This is an optimization exercise on Yosys and OpenROAD, whose aim is small area and a short achievable clock period, not a production implementation.
Where RTL was checked, it was by simulation tests only, not by an equivalence proof against the original.
No activity file was given, so power comes from the tool's default toggle rates.

==> run K: inputs <==
==> flow/design.v <==
module juletre_encode (
    input  wire [7:0]  b,
    input  wire        polarity,
    output wire [31:0] word
);
    reg [31:0] pre;
    integer i;
    always @* begin
        for (i = 0; i < 8; i = i + 1)
            pre[4*i +: 4] = b[i] ? 4'hE : 4'h8;
    end
    wire [31:0] swapped = {pre[15:0], pre[31:16]};
    assign word = polarity ? ~swapped : swapped;
endmodule
module juletre_sfd (
    input  wire       clk,
    input  wire       rst,
    input  wire       rx_valid,
    input  wire [7:0] rx_data,
    input  wire       sig_take,
    input  wire [3:0] pkt_rd_addr,
    output reg  [7:0] pkt_rd_data,
    output reg        pkt_rd_ok,
    output reg        new_data,
    output wire       evt_commit,
    output wire       evt_crc_fail,
    output wire       evt_rx_overrun
);
    reg [7:0] ring [0:31];
    reg [4:0] head;
    reg [4:0] tail;
    reg [5:0] count;
    reg [7:0] sxor;       
    reg [7:0] pxor;       
    reg [2:0] hidx;       
    reg       chk;        
    reg       pay;        
    reg [5:0] len;        
    reg [7:0] want;       
    reg [4:0] k;          
    reg       k_pop;      
    reg       k_last;     
    reg       enough;     
    reg       crc_bad;    
    reg [7:0] pkt [0:15];
    reg       pkt_all;    
    wire       full       = count[5];
    wire       empty      = (count == 6'd0);
    wire       push       = rx_valid && !full;
    wire [7:0] head_byte  = ring[head] ^ pxor;
    wire       hdr        = !chk && !pay;
    wire       hdr_pop    = hdr && !empty;
    wire       chk_pass   = chk && enough && !crc_bad;
    wire       step       = pay || chk_pass;
    wire       pop        = hdr_pop || (step && k_pop);
    wire       pkt_we     = step && !k[4];
    wire [7:0] pkt_wdata  = k_pop ? head_byte : 8'h00;
    assign evt_rx_overrun = rx_valid && full;
    assign evt_commit     = k_last;
    assign evt_crc_fail   = crc_bad;
    reg [7:0] magic;
    always @* begin
        case (hidx[1:0])
            2'd0: magic = 8'h55;   
            2'd1: magic = 8'h41;   
            2'd2: magic = 8'h52;   
            default: magic = 8'h54;   
        endcase
    end
    wire       enter_chk = hdr_pop && (hidx == 3'd6);
    wire       chk_n     = enter_chk || (chk && !enough);
    wire [5:0] count_n   = count + push - pop;
    wire [7:0] pxor_n    = enter_chk ? ring[head] : pxor;
    wire [7:0] want_n    = enter_chk ? pxor : want;
    reg  [4:0] lslot;
    wire [4:0] last_slot = chk ? lslot : head + len[4:0];
    wire       last_new  = push && (tail == last_slot);
    wire [7:0] win_xor   = (len == 6'd0) ? pxor_n :
                           last_new ? (sxor ^ rx_data) : ring[last_slot];
    wire       c_ge      = (count >= len);
    wire       c_gt      = (count > len);
    wire       c_eq      = (count == len);
    wire       c_eqm1    = (count + 6'd1 == len);
    wire       enough_n  = chk ? (!enough && (c_ge || (push && c_eqm1)))
                               : (enter_chk && (c_gt || (push && c_eq)));
    wire       crc_bad_n = enough_n && (win_xor != want_n);
    wire [5:0] total_m2  = (len > 6'd16) ? len - 6'd2 : 6'd14;
    always @(posedge clk) begin
        if (push)
            ring[tail] <= sxor ^ rx_data;
        if (pkt_we)
            pkt[k[3:0]] <= pkt_wdata;
        pkt_rd_data <= pkt[pkt_rd_addr];
    end
    always @(posedge clk) begin
        if (rst) begin
            head     <= 5'd0;
            tail     <= 5'd0;
            count    <= 6'd0;
            sxor     <= 8'h00;
            pxor     <= 8'h00;
            hidx     <= 3'd0;
            chk      <= 1'b0;
            pay      <= 1'b0;
            k        <= 5'd0;
            k_pop    <= 1'b0;
            k_last   <= 1'b0;
            enough   <= 1'b0;
            crc_bad  <= 1'b0;
            pkt_all  <= 1'b0;
            pkt_rd_ok <= 1'b0;
            new_data <= 1'b0;
        end else begin
            if (push) begin
                tail <= tail + 5'd1;
                sxor <= sxor ^ rx_data;
            end
            if (pop) begin
                head <= head + 5'd1;
                pxor <= ring[head];
            end
            count   <= count_n;
            enough  <= enough_n;
            crc_bad <= crc_bad_n;
            if (hdr_pop) begin
                case (hidx)
                    3'd4: begin
                        len  <= (head_byte > 8'd32) ? 6'd63 : head_byte[5:0];
                        hidx <= 3'd5;
                    end
                    3'd5: begin
                        if (head_byte != 8'h00)
                            len <= 6'd63;
                        hidx <= 3'd6;
                    end
                    3'd6: begin
                        want  <= pxor;
                        lslot <= head + len[4:0];
                        chk   <= 1'b1;
                        hidx  <= 3'd0;
                        k_pop <= (len != 6'd0);
                    end
                    default: begin
                        if (head_byte == magic)
                            hidx <= hidx + 3'd1;
                        else
                            hidx <= 3'd0;   
                    end
                endcase
            end else if (chk) begin
                if (crc_bad) begin
                    chk <= 1'b0;
                end else if (enough) begin
                    chk    <= 1'b0;
                    pay    <= 1'b1;
                    k      <= 5'd1;
                    k_pop  <= (len > 6'd1);
                    k_last <= 1'b0;
                end
            end else if (pay) begin
                if (k_last) begin
                    pay    <= 1'b0;
                    k      <= 5'd0;
                    k_last <= 1'b0;
                end else begin
                    k      <= k + 5'd1;
                    k_pop  <= ({1'b0, k} + 6'd1 < len);
                    k_last <= ({1'b0, k} == total_m2);
                end
            end
            if (pkt_we && k[3:0] == 4'd15)
                pkt_all <= 1'b1;
            pkt_rd_ok <= pkt_all || (pay && {1'b0, pkt_rd_addr} < k);
            new_data  <= k_last || (new_data && !sig_take);
        end
    end
endmodule
module juletre_bse (
    input  wire        clk,
    input  wire        rst,
    input  wire [23:0] cfg_chan_map,
    input  wire        cfg_polarity,
    input  wire [7:0]  cfg_reset_delay_us,
    input  wire        pix_we,
    input  wire [4:0]  pix_addr,
    input  wire [7:0]  pix_wdata,
    input  wire        enc_start,
    input  wire [7:0]  enc_byte,
    output wire [31:0] enc_word,
    input  wire [5:0]  fb_rd_addr,
    output wire [31:0] fb_rd_data,
    output reg         fb_rd_ok,
    input  wire        tx_start,
    output reg         tx_out,
    output reg         tx_busy,
    output reg         enc_ready,
    output reg         enc_busy,
    output wire [1:0]  enc_status
);
    reg       polarity;
    reg [5:0] ids;         
    reg [5:0] fb_len;      
    reg [191:0] pixv;
    reg [7:0] fbb [1:24];
    reg [5:0] enc_pos;
    reg [2:0] a_px;        
    reg [1:0] a_ch;        
    reg [1:0] a_id;        
    reg       st_done;
    reg       fb_done;     
    reg [7:0] rd_b;        
    reg       rd_s;
    reg [11:0] tx_nxt;     
    assign enc_status = {1'b0, st_done};
    function [3:0] rwords(input [7:0] d);
        begin
            if (d == 8'd0)        rwords = 4'd0;
            else if (d <= 8'd20)  rwords = 4'd1;
            else if (d <= 8'd40)  rwords = 4'd2;
            else if (d <= 8'd60)  rwords = 4'd3;
            else if (d <= 8'd80)  rwords = 4'd4;
            else if (d <= 8'd100) rwords = 4'd5;
            else if (d <= 8'd120) rwords = 4'd6;
            else if (d <= 8'd140) rwords = 4'd7;
            else if (d <= 8'd160) rwords = 4'd8;
            else if (d <= 8'd180) rwords = 4'd9;
            else if (d <= 8'd200) rwords = 4'd10;
            else if (d <= 8'd220) rwords = 4'd11;
            else if (d <= 8'd240) rwords = 4'd12;
            else                  rwords = 4'd13;
        end
    endfunction
    juletre_encode u_enc_byte (.b(enc_byte), .polarity(polarity), .word(enc_word));
    wire [23:0] prow = pixv[24*a_px +: 24];
    reg  [7:0]  a_val;
    always @* begin
        case (a_id)
            2'd1: a_val = prow[7:0];
            2'd2: a_val = prow[15:8];
            2'd3: a_val = prow[23:16];
            default: a_val = 8'h00;   
        endcase
    end
    wire a_last = (enc_pos + 6'd1 == fb_len);
    wire       rd_data = (fb_rd_addr >= 6'd1) && (fb_rd_addr <= 6'd24);
    wire [7:0] rd_byte = rd_data ? fbb[fb_rd_addr] : 8'h00;
    genvar g;
    generate
        for (g = 0; g < 8; g = g + 1) begin : g_rd
            assign fb_rd_data[4*g+3] = rd_s;
            assign fb_rd_data[4*g+2] = rd_b[(g + 4) % 8];
            assign fb_rd_data[4*g+1] = rd_b[(g + 4) % 8];
            assign fb_rd_data[4*g]   = polarity;
        end
    endgenerate
    wire [5:0] tx_w    = tx_nxt[11:6];
    wire [4:0] tx_s    = tx_nxt[5:1];
    wire       tx_end  = (tx_w == fb_len) && (tx_nxt[5:0] == 6'd0);
    wire       tx_data = (tx_w >= 6'd1) && (tx_w <= 6'd24);
    wire [7:0] tx_byte = (enc_busy && enc_pos == tx_w) ? a_val : fbb[tx_w];
    reg        tx_bit;
    always @* begin
        case (tx_s[1:0])
            2'd0: tx_bit = 1'b1;
            2'd3: tx_bit = 1'b0;
            default: tx_bit = tx_byte[~tx_s[4:2]];
        endcase
    end
    reg  [23:0] pix_ld;
    wire [7:0]  pix_d = pix_wdata & {8{~rst}};
    integer j;
    always @* begin
        for (j = 0; j < 24; j = j + 1)
            pix_ld[j] = rst || (pix_we && pix_addr[4:2] == j / 3 && pix_addr[1:0] == j % 3);
    end
    integer i;
    always @(posedge clk) begin
        for (i = 0; i < 24; i = i + 1)
            if (pix_ld[i])
                pixv[8*i +: 8] <= pix_d;
        for (i = 1; i <= 24; i = i + 1)
            if (enc_busy && enc_pos == i)
                fbb[i] <= a_val;
    end
    always @(posedge clk) begin
        if (rst) begin
            polarity  <= cfg_polarity;
            ids       <= {cfg_chan_map[17:16], cfg_chan_map[9:8], cfg_chan_map[1:0]};
            fb_len    <= 6'd25 + rwords(cfg_reset_delay_us);
            enc_ready <= (cfg_chan_map[7:2] == 6'd0) && (cfg_chan_map[15:10] == 6'd0) &&
                         (cfg_chan_map[23:18] == 6'd0);
            enc_busy  <= 1'b0;
            enc_pos   <= 6'd0;
            a_px      <= 3'd0;
            a_ch      <= 2'd0;
            a_id      <= 2'd0;
            st_done   <= 1'b0;
            fb_done   <= 1'b0;
            fb_rd_ok  <= 1'b0;
            rd_b      <= 8'h00;
            rd_s      <= 1'b0;
            tx_busy   <= 1'b0;
            tx_nxt    <= 12'd1;
            tx_out    <= cfg_polarity;
        end else begin
            if (enc_busy) begin
                if (a_last) begin
                    enc_busy <= 1'b0;
                    enc_pos  <= 6'd0;
                    st_done  <= 1'b1;
                    fb_done  <= 1'b1;
                end else begin
                    enc_pos <= enc_pos + 6'd1;
                end
                if (enc_pos != 6'd0) begin
                    if (a_ch == 2'd2) begin
                        a_ch <= 2'd0;
                        a_px <= a_px + 3'd1;
                        a_id <= ids[1:0];
                    end else begin
                        a_ch <= a_ch + 2'd1;
                        a_id <= (a_ch == 2'd0) ? ids[3:2] : ids[5:4];
                    end
                end
            end else if (enc_start && enc_ready) begin
                enc_busy <= 1'b1;
                enc_pos  <= 6'd0;
                st_done  <= 1'b0;
                a_px     <= 3'd0;
                a_ch     <= 2'd0;
                a_id     <= ids[1:0];
            end
            fb_rd_ok <= fb_done ? (fb_rd_addr < fb_len) : (enc_busy && fb_rd_addr < enc_pos);
            rd_b     <= rd_byte ^ {8{polarity}};
            rd_s     <= rd_data ^ polarity;
            if (tx_busy) begin
                if (tx_end) begin
                    tx_busy <= 1'b0;
                    tx_nxt  <= 12'd1;
                end else begin
                    tx_nxt  <= tx_nxt + 12'd1;
                end
            end else if (tx_start && st_done) begin
                tx_busy <= 1'b1;
            end
            tx_out <= (tx_busy && !tx_end) ? (polarity ^ (tx_data && tx_bit)) : polarity;
        end
    end
endmodule
module juletre (
    input  wire        clk,
    input  wire        rst,
    input  wire [23:0] cfg_chan_map,
    input  wire        cfg_polarity,
    input  wire [7:0]  cfg_reset_delay_us,
    input  wire        rx_valid,
    input  wire [7:0]  rx_data,
    input  wire        sig_take,
    input  wire [3:0]  pkt_rd_addr,
    output wire [7:0]  pkt_rd_data,
    output wire        pkt_rd_ok,
    output wire        new_data,
    output wire        evt_commit,
    output wire        evt_crc_fail,
    output wire        evt_rx_overrun,
    input  wire        pix_we,
    input  wire [4:0]  pix_addr,
    input  wire [7:0]  pix_wdata,
    input  wire        enc_start,
    input  wire [7:0]  enc_byte,
    output wire [31:0] enc_word,
    input  wire [5:0]  fb_rd_addr,
    output wire [31:0] fb_rd_data,
    output wire        fb_rd_ok,
    input  wire        tx_start,
    output wire        tx_out,
    output wire        tx_busy,
    output wire        enc_ready,
    output wire        enc_busy,
    output wire [1:0]  enc_status
);
    juletre_sfd u_sfd (
        .clk(clk), .rst(rst),
        .rx_valid(rx_valid), .rx_data(rx_data), .sig_take(sig_take),
        .pkt_rd_addr(pkt_rd_addr), .pkt_rd_data(pkt_rd_data), .pkt_rd_ok(pkt_rd_ok),
        .new_data(new_data), .evt_commit(evt_commit), .evt_crc_fail(evt_crc_fail),
        .evt_rx_overrun(evt_rx_overrun)
    );
    juletre_bse u_bse (
        .clk(clk), .rst(rst),
        .cfg_chan_map(cfg_chan_map), .cfg_polarity(cfg_polarity),
        .cfg_reset_delay_us(cfg_reset_delay_us),
        .pix_we(pix_we), .pix_addr(pix_addr), .pix_wdata(pix_wdata),
        .enc_start(enc_start), .enc_byte(enc_byte), .enc_word(enc_word),
        .fb_rd_addr(fb_rd_addr), .fb_rd_data(fb_rd_data), .fb_rd_ok(fb_rd_ok),
        .tx_start(tx_start), .tx_out(tx_out), .tx_busy(tx_busy),
        .enc_ready(enc_ready), .enc_busy(enc_busy), .enc_status(enc_status)
    );
endmodule
==> flow/run.sh <==
#!/bin/bash
# synth_recipe.tcl (not shown) runs the flow's synth.tcl, then flattens the netlist and writes it again
# the make line also repeats each setting of config.mk as NAME=value (left out here)
make -C /OpenROAD-flow-scripts/flow DESIGN_CONFIG=/design/flow/config.mk WORK_HOME=/design/flow/orfs CLKGATE_MAP_FILE= SYNTH_SCRIPT=/design/flow/synth_recipe.tcl finish
==> flow/config.mk <==
export PLATFORM = sky130hd
export DESIGN_NAME = juletre
export DESIGN_NICKNAME = juletre
export VERILOG_FILES = /design/flow/design.v
export SDC_FILE = /design/flow/constraint.sdc
export NUM_CORES = 4
export LEC_CHECK = 0
export CAP_MARGIN = 20
export CORE_MARGIN = 2
export CORE_UTILIZATION = 45
export PLACE_DENSITY = 0.6
export SETUP_SLACK_MARGIN = 5
export SLEW_MARGIN = 20
==> flow/constraint.sdc <==
create_clock -name core_clock -period 10.0 [get_ports {clk}]
set_input_delay 2.0000 -clock core_clock [delete_from_list [all_inputs] [get_ports {clk}]]
set_output_delay 2.0000 -clock core_clock [all_outputs]
set_load 0.01 [all_outputs]
==> inputs of run M, as changes to run K <==
==> flow/flow/run.sh (new file) <==
#!/bin/bash
set -euo pipefail
bash standard.sh SETUP_SLACK_MARGIN=5.7 finish > flow_make.log 2>&1
==> flow/standard.sh (new file) <==
#!/bin/bash
# synth_recipe.tcl (not shown) runs the flow's synth.tcl, then flattens the netlist and writes it again
# the make line also repeats each setting of config.mk as NAME=value (left out here)
make -C /OpenROAD-flow-scripts/flow DESIGN_CONFIG=/design/flow/config.mk WORK_HOME=/design/flow/orfs CLKGATE_MAP_FILE= SYNTH_SCRIPT=/design/flow/synth_recipe.tcl "${@:-finish}"
removed: flow/run.sh
==> inputs of run C, as changes to run K <==
==> flow/design.v, changed modules only <==
module juletre_sfd (
    input  wire       clk,
    input  wire       rst,
    input  wire       rx_valid,
    input  wire [7:0] rx_data,
    input  wire       sig_take,
    input  wire [3:0] pkt_rd_addr,
    output reg  [7:0] pkt_rd_data,
    output reg        pkt_rd_ok,
    output reg        new_data,
    output wire       evt_commit,
    output wire       evt_crc_fail,
    output wire       evt_rx_overrun
);
    reg [7:0] ring [0:31];
    reg [5:0] count;
    reg [4:0] hd;         
    reg [4:0] widx;       
    reg [7:0] sxor;       
    reg [7:0] pxor;       
    reg [2:0] hidx;       
    reg       chk;        
    reg       pay;        
    reg [5:0] len;        
    reg [7:0] want;       
    reg [4:0] k;          
    reg       k_pop;      
    reg       k_last;     
    reg       enough;     
    reg       crc_bad;    
    reg [7:0] pkt [0:15];
    reg       pkt_all;    
    wire       full       = count[5];
    wire       empty      = (count == 6'd0);
    wire       push       = rx_valid && !full;
    wire [7:0] new_slot   = sxor ^ rx_data;
    wire [7:0] head_slot  = ring[hd];
    wire [7:0] head_byte  = head_slot ^ pxor;
    wire       hdr        = !chk && !pay;
    wire       hdr_pop    = hdr && !empty;
    wire       chk_pass   = chk && enough && !crc_bad;
    wire       step       = pay || chk_pass;
    wire       pop        = hdr_pop || (step && k_pop);
    wire       pkt_we     = step && !k[4];
    wire [7:0] pkt_wdata  = k_pop ? head_byte : 8'h00;
    wire [3:0] pkt_shift  = (pay && !k[4]) ? k[3:0] : 4'd0;
    wire [3:0] pkt_slot   = pkt_rd_addr - pkt_shift;
    assign evt_rx_overrun = rx_valid && full;
    assign evt_commit     = k_last;
    assign evt_crc_fail   = crc_bad;
    reg [7:0] magic;
    always @* begin
        case (hidx[1:0])
            2'd0: magic = 8'h55;   
            2'd1: magic = 8'h41;   
            2'd2: magic = 8'h52;   
            default: magic = 8'h54;   
        endcase
    end
    wire       enter_chk = hdr_pop && (hidx == 3'd6);
    wire [4:0] hd_lo     = hd - len[4:0];
    wire       c_gt      = (count > len);
    wire       c_eq      = (count == len);
    wire       c_eqm1    = (count + 6'd1 == len);
    wire [7:0] win_slot  = ring[widx];
    wire       wait_due  = chk && !enough && push && c_eqm1;
    wire       enough_n  = wait_due || (enter_chk && (c_gt || (push && c_eq)));
    wire       crc_bad_n = (wait_due && (new_slot != want)) ||
                           (enter_chk && c_gt && (win_slot != pxor)) ||
                           (enter_chk && push && c_eq && (new_slot != pxor));
    wire [5:0] total_m2  = (len > 6'd16) ? len - 6'd2 : 6'd14;
    integer i;
    always @(posedge clk) begin
        if (push) begin
            ring[0] <= new_slot;
            for (i = 1; i < 32; i = i + 1)
                ring[i] <= ring[i - 1];
        end
        if (pkt_we) begin
            pkt[15] <= pkt_wdata;
            for (i = 0; i < 15; i = i + 1)
                pkt[i] <= pkt[i + 1];
        end
        pkt_rd_data <= pkt[pkt_slot];
    end
    always @(posedge clk) begin
        if (rst) begin
            count    <= 6'd0;
            hd       <= 5'd31;
            widx     <= 5'd31;
            sxor     <= 8'h00;
            pxor     <= 8'h00;
            hidx     <= 3'd0;
            chk      <= 1'b0;
            pay      <= 1'b0;
            k        <= 5'd0;
            k_pop    <= 1'b0;
            k_last   <= 1'b0;
            enough   <= 1'b0;
            crc_bad  <= 1'b0;
            pkt_all  <= 1'b0;
            pkt_rd_ok <= 1'b0;
            new_data <= 1'b0;
        end else begin
            if (push)
                sxor <= new_slot;
            if (pop)
                pxor <= head_slot;
            if (push && !pop) begin
                count <= count + 6'd1;
                hd    <= hd + 5'd1;
            end else if (pop && !push) begin
                count <= count - 6'd1;
                hd    <= hd - 5'd1;
            end
            if (hdr_pop && hidx == 3'd5)
                widx <= hd_lo + {4'd0, push} - 5'd1;
            else if (push && !pop)
                widx <= widx + 5'd1;
            else if (pop && !push)
                widx <= widx - 5'd1;
            enough  <= enough_n;
            crc_bad <= crc_bad_n;
            if (hdr_pop) begin
                case (hidx)
                    3'd4: begin
                        len  <= (head_byte > 8'd32) ? 6'd63 : head_byte[5:0];
                        hidx <= 3'd5;
                    end
                    3'd5: begin
                        if (head_byte != 8'h00)
                            len <= 6'd63;
                        hidx <= 3'd6;
                    end
                    3'd6: begin
                        want  <= pxor;
                        chk   <= 1'b1;
                        hidx  <= 3'd0;
                        k_pop <= (len != 6'd0);
                    end
                    default: begin
                        if (head_byte == magic)
                            hidx <= hidx + 3'd1;
                        else
                            hidx <= 3'd0;   
                    end
                endcase
            end else if (chk) begin
                if (crc_bad) begin
                    chk <= 1'b0;
                end else if (enough) begin
                    chk    <= 1'b0;
                    pay    <= 1'b1;
                    k      <= 5'd1;
                    k_pop  <= (len > 6'd1);
                    k_last <= 1'b0;
                end
            end else if (pay) begin
                if (k_last) begin
                    pay    <= 1'b0;
                    k      <= 5'd0;
                    k_last <= 1'b0;
                end else begin
                    k      <= k + 5'd1;
                    k_pop  <= ({1'b0, k} + 6'd1 < len);
                    k_last <= ({1'b0, k} == total_m2);
                end
            end
            if (pkt_we && k[3:0] == 4'd15)
                pkt_all <= 1'b1;
            pkt_rd_ok <= pkt_all || (pay && {1'b0, pkt_rd_addr} < k);
            new_data  <= k_last || (new_data && !sig_take);
        end
    end
endmodule
==> flow/flow/run.sh (new file) <==
#!/bin/bash
set -euo pipefail
bash standard.sh SETUP_SLACK_MARGIN=5.7 "BUFFER_PORTS_ARGS=-buffer_cell sky130_fd_sc_hd__buf_1" "CTS_ARGS=-sink_clustering_enable -repair_clock_nets -sink_clustering_size 18 -sink_clustering_max_diameter 80 -buf_list sky130_fd_sc_hd__clkbuf_16 -dont_use_dummy_load" finish > flow_make.log 2>&1
==> flow/standard.sh (new file) <==
#!/bin/bash
# synth_recipe.tcl (not shown) runs the flow's synth.tcl, then flattens the netlist and writes it again
# the make line also repeats each setting of config.mk as NAME=value (left out here)
make -C /OpenROAD-flow-scripts/flow DESIGN_CONFIG=/design/flow/config.mk WORK_HOME=/design/flow/orfs CLKGATE_MAP_FILE= SYNTH_SCRIPT=/design/flow/synth_recipe.tcl "${@:-finish}"
CORE_UTILIZATION = 58   (was 45)
PLACE_DENSITY = 0.7   (was 0.6)
SETUP_SLACK_MARGIN = not set   (was 5)
removed: flow/run.sh
==> inputs of run B, as changes to run K <==
==> flow/design.v, changed modules only <==
module juletre_sfd (
    input  wire       clk,
    input  wire       rst,
    input  wire       rx_valid,
    input  wire [7:0] rx_data,
    input  wire       sig_take,
    input  wire [3:0] pkt_rd_addr,
    output reg  [7:0] pkt_rd_data,
    output reg        pkt_rd_ok,
    output reg        new_data,
    output wire       evt_commit,
    output wire       evt_crc_fail,
    output wire       evt_rx_overrun
);
    reg [7:0] ring [0:31];
    reg [5:0] count;
    reg [4:0] hd;         
    reg [4:0] widx;       
    reg [7:0] sxor;       
    reg [7:0] pxor;       
    reg [2:0] hidx;       
    reg       chk;        
    reg       pay;        
    reg [5:0] len;        
    reg [7:0] want;       
    reg [4:0] k;          
    reg       k_pop;      
    reg       k_last;     
    reg       enough;     
    reg       crc_bad;    
    reg [7:0] pkt [0:15];
    reg       pkt_all;    
    wire       full       = count[5];
    wire       empty      = (count == 6'd0);
    wire       push       = rx_valid && !full;
    wire [7:0] new_slot   = sxor ^ rx_data;
    wire [7:0] head_slot  = ring[hd];
    wire [7:0] head_byte  = head_slot ^ pxor;
    wire       hdr        = !chk && !pay;
    wire       hdr_pop    = hdr && !empty;
    wire       chk_pass   = chk && enough && !crc_bad;
    wire       step       = pay || chk_pass;
    wire       pop        = hdr_pop || (step && k_pop);
    wire       pkt_we     = step && !k[4];
    wire [7:0] pkt_wdata  = k_pop ? head_byte : 8'h00;
    wire [3:0] pkt_shift  = (pay && !k[4]) ? k[3:0] : 4'd0;
    wire [3:0] pkt_slot   = pkt_rd_addr - pkt_shift;
    assign evt_rx_overrun = rx_valid && full;
    assign evt_commit     = k_last;
    assign evt_crc_fail   = crc_bad;
    reg [7:0] magic;
    always @* begin
        case (hidx[1:0])
            2'd0: magic = 8'h55;   
            2'd1: magic = 8'h41;   
            2'd2: magic = 8'h52;   
            default: magic = 8'h54;   
        endcase
    end
    wire       enter_chk = hdr_pop && (hidx == 3'd6);
    wire [4:0] hd_lo     = hd - len[4:0];
    wire       c_gt      = (count > len);
    wire       c_eq      = (count == len);
    wire       c_eqm1    = (count + 6'd1 == len);
    wire [7:0] win_slot  = ring[widx];
    wire       wait_due  = chk && !enough && push && c_eqm1;
    wire       enough_n  = wait_due || (enter_chk && (c_gt || (push && c_eq)));
    wire       crc_bad_n = (wait_due && (new_slot != want)) ||
                           (enter_chk && c_gt && (win_slot != pxor)) ||
                           (enter_chk && push && c_eq && (new_slot != pxor));
    wire [5:0] total_m2  = (len > 6'd16) ? len - 6'd2 : 6'd14;
    integer i;
    always @(posedge clk) begin
        if (push) begin
            ring[0] <= new_slot;
            for (i = 1; i < 32; i = i + 1)
                ring[i] <= ring[i - 1];
        end
        if (pkt_we) begin
            pkt[15] <= pkt_wdata;
            for (i = 0; i < 15; i = i + 1)
                pkt[i] <= pkt[i + 1];
        end
        pkt_rd_data <= pkt[pkt_slot];
    end
    always @(posedge clk) begin
        if (rst) begin
            count    <= 6'd0;
            hd       <= 5'd31;
            widx     <= 5'd31;
            sxor     <= 8'h00;
            pxor     <= 8'h00;
            hidx     <= 3'd0;
            chk      <= 1'b0;
            pay      <= 1'b0;
            k        <= 5'd0;
            k_pop    <= 1'b0;
            k_last   <= 1'b0;
            enough   <= 1'b0;
            crc_bad  <= 1'b0;
            pkt_all  <= 1'b0;
            pkt_rd_ok <= 1'b0;
            new_data <= 1'b0;
        end else begin
            if (push)
                sxor <= new_slot;
            if (pop)
                pxor <= head_slot;
            if (push && !pop) begin
                count <= count + 6'd1;
                hd    <= hd + 5'd1;
            end else if (pop && !push) begin
                count <= count - 6'd1;
                hd    <= hd - 5'd1;
            end
            if (hdr_pop && hidx == 3'd5)
                widx <= hd_lo + {4'd0, push} - 5'd1;
            else if (push && !pop)
                widx <= widx + 5'd1;
            else if (pop && !push)
                widx <= widx - 5'd1;
            enough  <= enough_n;
            crc_bad <= crc_bad_n;
            if (hdr_pop) begin
                case (hidx)
                    3'd4: begin
                        len  <= (head_byte > 8'd32) ? 6'd63 : head_byte[5:0];
                        hidx <= 3'd5;
                    end
                    3'd5: begin
                        if (head_byte != 8'h00)
                            len <= 6'd63;
                        hidx <= 3'd6;
                    end
                    3'd6: begin
                        want  <= pxor;
                        chk   <= 1'b1;
                        hidx  <= 3'd0;
                        k_pop <= (len != 6'd0);
                    end
                    default: begin
                        if (head_byte == magic)
                            hidx <= hidx + 3'd1;
                        else
                            hidx <= 3'd0;   
                    end
                endcase
            end else if (chk) begin
                if (crc_bad) begin
                    chk <= 1'b0;
                end else if (enough) begin
                    chk    <= 1'b0;
                    pay    <= 1'b1;
                    k      <= 5'd1;
                    k_pop  <= (len > 6'd1);
                    k_last <= 1'b0;
                end
            end else if (pay) begin
                if (k_last) begin
                    pay    <= 1'b0;
                    k      <= 5'd0;
                    k_last <= 1'b0;
                end else begin
                    k      <= k + 5'd1;
                    k_pop  <= ({1'b0, k} + 6'd1 < len);
                    k_last <= ({1'b0, k} == total_m2);
                end
            end
            if (pkt_we && k[3:0] == 4'd15)
                pkt_all <= 1'b1;
            pkt_rd_ok <= pkt_all || (pay && {1'b0, pkt_rd_addr} < k);
            new_data  <= k_last || (new_data && !sig_take);
        end
    end
endmodule
==> flow/flow/run.sh (new file) <==
#!/bin/bash
set -euo pipefail
bash standard.sh SETUP_SLACK_MARGIN=6.0 "BUFFER_PORTS_ARGS=-buffer_cell sky130_fd_sc_hd__buf_2" "CTS_ARGS=-sink_clustering_enable -repair_clock_nets -sink_clustering_size 26 -sink_clustering_max_diameter 100 -buf_list sky130_fd_sc_hd__clkbuf_16 -dont_use_dummy_load" finish > flow_make.log 2>&1
==> flow/standard.sh (new file) <==
#!/bin/bash
# synth_recipe.tcl (not shown) runs the flow's synth.tcl, then flattens the netlist and writes it again
# the make line also repeats each setting of config.mk as NAME=value (left out here)
make -C /OpenROAD-flow-scripts/flow DESIGN_CONFIG=/design/flow/config.mk WORK_HOME=/design/flow/orfs CLKGATE_MAP_FILE= SYNTH_SCRIPT=/design/flow/synth_recipe.tcl "${@:-finish}"
CAP_MARGIN = 10   (was 20)
CORE_UTILIZATION = 62   (was 45)
PLACE_DENSITY = 0.72   (was 0.6)
SETUP_SLACK_MARGIN = not set   (was 5)
SLEW_MARGIN = 10   (was 20)
removed: flow/run.sh
==> out/qor.txt <==
status: complete, no violations
# diodes: 4
worst slack, placed: 4985 ps
clock network power: 2.18 mW
Post-Synthesis Cells: 3258
GR Util met3: 0.1301
clock buf count: 57
initial antenna violation count: 3
Power Dens Cells: 219.7 mW/mm^2
number of global-route vias before repair: 29.96k
largest family of logic cells by synthesized area: compound AO/OA/AOI/OAI gates
HP Start: u_sfd.pkt[10][1]
register bit count reported by yosys: 893
Hold Path Depth: 0
[end of results for run C]
==> out/qor.txt <==
sequential share of cell area: 0.5624
worst slack, placed: 5246 ps
routed wire length: 145700 um
status: complete, no violations
filler instances: 4564
mux contribution to synthesized area: 0.05608
GRT busiest layer: met2
register bit count reported by yosys: 893
# diodes: 1
clock buf count: 42
GR Util met3: 0.1315
initial antenna violation count: 1
clock network power: 1.87 mW
Post-Synthesis Cells: 3258
number of global-route vias before repair: 30.36k
HP Start: u_sfd.pkt[8][1]
largest family of logic cells by synthesized area: compound AO/OA/AOI/OAI gates
[end of results for run B]
==> out/qor.txt <==
Hold Path Depth: 2
# diodes: 0
worst slack, placed: 4640 ps
Top Registers: u_sfd.ring (256), u_bse.fbb (192), u_bse.pixv (192)
initial antenna violation count: 2
register bit count reported by yosys: 903
Post-Synthesis Cells: 3131
HP Start: u_sfd.pkt_all
status: complete, no violations
clock network power: 3.65 mW
clock buf count: 132
largest family of logic cells by synthesized area: simple AND/OR/NAND/NOR gates
Power Dens Cells: 223.2 mW/mm^2
[end of results for run M]
==> out/qor.txt <==
clock buf count: 127
Hold Path Depth: 2
Post-Synthesis Cells: 3131
multi-input combinational area share: 0.3083
number of global-route vias before repair: 27.98k
Power Dens Cells: 222.4 mW/mm^2
register bit count reported by yosys: 903
# diodes: 1
GR Util met3: 0.06558
worst slack, placed: 4700 ps
largest family of logic cells by synthesized area: simple AND/OR/NAND/NOR gates
status: complete, no violations
HP Start: u_sfd.pkt_all
clock network power: 3.55 mW
[end of results for run K]
For run K and run M, only the layout was checked, not whether the RTL still works.

[port drivers added, routing unchanged]
In the flow no input, the clock included, has a driving cell. The finished layouts below were timed again as built, in two steps. Step 1: set_driving_cell puts a clkbuf_16 on clk and a buf_2 on each other input, an assumption about the parent block. Step 2 times the ports against the registers' clock, not the clock port: input delays grow and output delays shrink by t, the midpoint of the rising clock arrivals with the driver on. a / b / c = no drivers / after step 1 / after step 2; a / b = the first two.
run | t (ns) | slack for setup (ns) | worst hold slack (ns) | worst data-port slew with drivers (ns)
run K | 0.740 | 5.019 / 4.992 / 4.636 | 0.494 / 0.494 / 0.494 | 0.05
run M | 0.741 | 5.604 / 5.560 / 4.984 | 0.456 / 0.456 / 0.456 | 0.09
run C | 0.702 | 5.531 / 5.503 / 4.995 | 0.458 / 0.458 / 0.458 | 0.09
run B | 0.674 | 5.577 / 5.532 / 5.387 | 0.459 / 0.459 / 0.459 | 0.06
After both steps setup and hold are still met in every run listed. The setup slack of run M, which loses most, moves by -0.044 ns with the drivers and by -0.620 ns with both steps.
